This design comes from an exercise in tuning for small area, a short achievable clock period and few clock cycles per item on the open sky130 flow, not from production work. Where RTL was checked, it was by simulation tests only, not by an equivalence proof against the original. No activity file was given, so power comes from the tool's default toggle rates.

==> inputs of job 1593 <==
==> flow/design.v (excerpt) <==
module yrd_fu (
    input  wire        clk,
    input  wire        rst,
    input  wire        cmd_valid,
    output reg         cmd_ready,
    input  wire [63:0] cmd_word,
    output reg         rsp_valid,
    input  wire        rsp_ready,
    output reg  [3:0]  rsp_status,
    output reg  [63:0] rsp_result
);
==> flow/config.mk <==
export PLATFORM = sky130hd
export DESIGN_NAME = yrd_fu
export DESIGN_NICKNAME = yrd_fu
export VERILOG_FILES = /design/flow/design.v
export SDC_FILE = /design/flow/constraint.sdc
export NUM_CORES = 4
export LEC_CHECK = 0
export CAP_MARGIN = 20
export CORE_MARGIN = 2
export CORE_UTILIZATION = 50
export CTS_BUF_LIST = sky130_fd_sc_hd__clkbuf_4 sky130_fd_sc_hd__clkbuf_8
export SLEW_MARGIN = 20
==> flow/constraint.sdc <==
create_clock -name core_clock -period 12.0 [get_ports {clk}]
set_input_delay 2.4000 -clock core_clock [delete_from_list [all_inputs] [get_ports {clk}]]
set_output_delay 2.4000 -clock core_clock [all_outputs]
set_load 0.01 [all_outputs]
standard.sh (not shown) runs the stock make flow with config.mk's settings and CLKGATE_MAP_FILE= SYNTH_SCRIPT=/design/flow/synth_recipe.tcl, a recipe that flattens the netlist after the stock synthesis.
==> flow/flow/run.sh <==
#!/bin/bash
# Layout: the standard flow (standard synthesis unchanged), with
#  - port buffers of a plain buffer cell instead of the default delay-buffer,
set -uo pipefail
MARGIN=$(cat flow/margin.txt 2>/dev/null || echo 8)
bash standard.sh SETUP_SLACK_MARGIN=$MARGIN \
    "BUFFER_PORTS_ARGS=-buffer_cell sky130_fd_sc_hd__buf_2" \
    finish > flow_make.log 2>&1
==> flow/flow/margin.txt <==
8.3
==> job 1831 (differences from job 1593) <==
--- a/flow/design.v
+++ b/flow/design.v
@@ -1,32 +1,13 @@
 module yrd_luma (
     input  wire [7:0] y,
     output wire [8:0] hi,
     output wire [6:0] lo
 );
-    function [12:0] m298;
-        input [3:0] n;
-        reg   [15:0] d;
-        begin
-            d = 16'd1 << n;
-            m298[0] = |(d & 16'h0000);
-            m298[1] = |(d & 16'haaaa);
-            m298[2] = |(d & 16'hcccc);
-            m298[3] = |(d & 16'h5a5a);
-            m298[4] = |(d & 16'h936c);
-            m298[5] = |(d & 16'hb6da);
-            m298[6] = |(d & 16'hdb6c);
-            m298[7] = |(d & 16'h1c70);
-            m298[8] = |(d & 16'hb52a);
-            m298[9] = |(d & 16'h264c);
-            m298[10] = |(d & 16'h3870);
-            m298[11] = |(d & 16'h3f80);
-            m298[12] = |(d & 16'hc000);
-        end
-    endfunction
-    wire [16:0] s = {m298(y[7:4]), 4'd0} + {4'd0, m298(y[3:0])};
+    wire [16:0] y1 = {9'd0, y};
+    wire [16:0] s = (y1 << 8) + (y1 << 5) + (y1 << 3) + (y1 << 1);
     assign hi = s[16:8];
     assign lo = s[7:1];
 endmodule
 module yrd_chroma (
     input  wire [7:0] u,
     input  wire [7:0] v,
@@ -167,12 +148,22 @@
             g_k[14] = |(d & 16'hffff);
             g_k[15] = |(d & 16'h0000);
             g_k[16] = |(d & 16'hffff);
             g_k[17] = |(d & 16'hffff);
         end
     endfunction
+    wire [17:0] r = {1'b0, m409(v[7:4]), 4'd0} + r_k(v[3:0]);
+    wire [17:0] g1 = {3'd0, m1600n(u[7:4])};
+    wire [17:0] g2 = {7'd0, m100n(u[3:0])};
+    wire [17:0] g3 = {2'd0, m3328n(v[7:4])};
+    wire [17:0] g4 = g_k(v[3:0]);
+    wire [17:0] gs1 = g1 ^ g2 ^ g3;
+    wire [17:0] gc1 = {(g1[16:0] & g2[16:0]) | (g1[16:0] & g3[16:0]) | (g2[16:0] & g3[16:0]), 1'b0};
+    wire [17:0] gs2 = gs1 ^ gc1 ^ g4;
+    wire [17:0] gc2 = {(gs1[16:0] & gc1[16:0]) | (gs1[16:0] & g4[16:0]) | (gc1[16:0] & g4[16:0]), 1'b0};
+    wire [17:0] g = gs2 + gc2;
     function [12:0] m516;
         input [3:0] n;
         reg   [15:0] d;
         begin
             d = 16'd1 << n;
             m516[0] = |(d & 16'h0000);
@@ -212,15 +203,12 @@
             b_k[14] = |(d & 16'h03ff);
             b_k[15] = |(d & 16'h03ff);
             b_k[16] = |(d & 16'hfc00);
             b_k[17] = |(d & 16'hffff);
         end
     endfunction
-    wire [17:0] r = {1'b0, m409(v[7:4]), 4'd0} + r_k(v[3:0]);
-    wire [17:0] g = {3'd0, m1600n(u[7:4])} + {7'd0, m100n(u[3:0])} +
-                    {2'd0, m3328n(v[7:4])} + g_k(v[3:0]);
     wire [17:0] b = {1'b0, m516(u[7:4]), 4'd0} + b_k(u[3:0]);
     assign r_hi = r[17:8];
     assign r_lo = r[7:1];
     assign g_hi = g[17:8];
     assign g_lo = g[7:1];
     assign b_hi = b[17:8];
==> flow/flow/run.sh (replaced) <==
#!/bin/bash
# Layout: the standard flow (standard synthesis unchanged), with
#  - port buffers of a plain buffer cell instead of the default delay buffer,
#  - clock tree sinks clustered into fewer, larger leaf clusters and no dummy
#    loads.
# Each step's full output is in orfs/logs/; make's own output in flow_make.log.
set -uo pipefail
bash standard.sh SETUP_SLACK_MARGIN=8.2 \
    "BUFFER_PORTS_ARGS=-buffer_cell sky130_fd_sc_hd__buf_2" \
    "CTS_ARGS=-sink_clustering_enable -repair_clock_nets -dont_use_dummy_load -sink_clustering_size 20 -sink_clustering_max_diameter 100 -buf_list {sky130_fd_sc_hd__clkbuf_8 sky130_fd_sc_hd__clkbuf_16}" \
    finish > flow_make.log 2>&1
Settings changed: CORE_UTILIZATION 50 to 60.
removed: flow/flow/margin.txt
==> summary of the runs <==
Against job 1593, the worst setup slack of job 1831 is higher by 0.41 ns.
In job 1593 the combinational power is higher than in job 1831, by about 5%.
In flip-flop and latch count, job 1831 and job 1593 do not differ.
Of job 1593 and job 1831, job 1831 has the higher register-to-register slack (gap 0.41 ns).
Global-route usage: job 1831 is higher than job 1593 (4.3 points).
Testbench counts of job 1831, summed over its fixed seeds: cycles 32,024, items 32,000.
For job 1593, only the layout was checked, not whether the RTL still works.

[static timing again, ports no longer ideal]
No port has a modelled driver above. Below, the same layouts with a new extraction and two added sets of constraints.
Step 1 assumes that a clkbuf_16 drives the clock port and a buf_2 every other input.
Step 2 adds t to the input delays and takes it off the output delays; t is the mean of the earliest and latest rising clock arrival at the registers after step 1. Input paths then give back, and output paths get back, about the clock's delay inside the block.
Three values: ideal, step 1, step 2; two values: the first two.
run	shift t [ns]	setup WS [ns]	worst hold slack (ns)	latest minus earliest clock arrival (ns)	worst register clock-pin slew, ns
job 1593	0.566	7.851 / 7.851 / 7.851	0.449 / 0.449 / 0.449	0.020 / 0.019	0.12 / 0.12
job 1831	0.477	8.260 / 8.260 / 7.902	0.433 / 0.433 / 0.433	0.026 / 0.026	0.08 / 0.08
After both steps every run listed still meets setup and hold. The setup slack of job 1831, which loses most, moves by 0.000 ns with the drivers and by -0.358 ns with both steps.
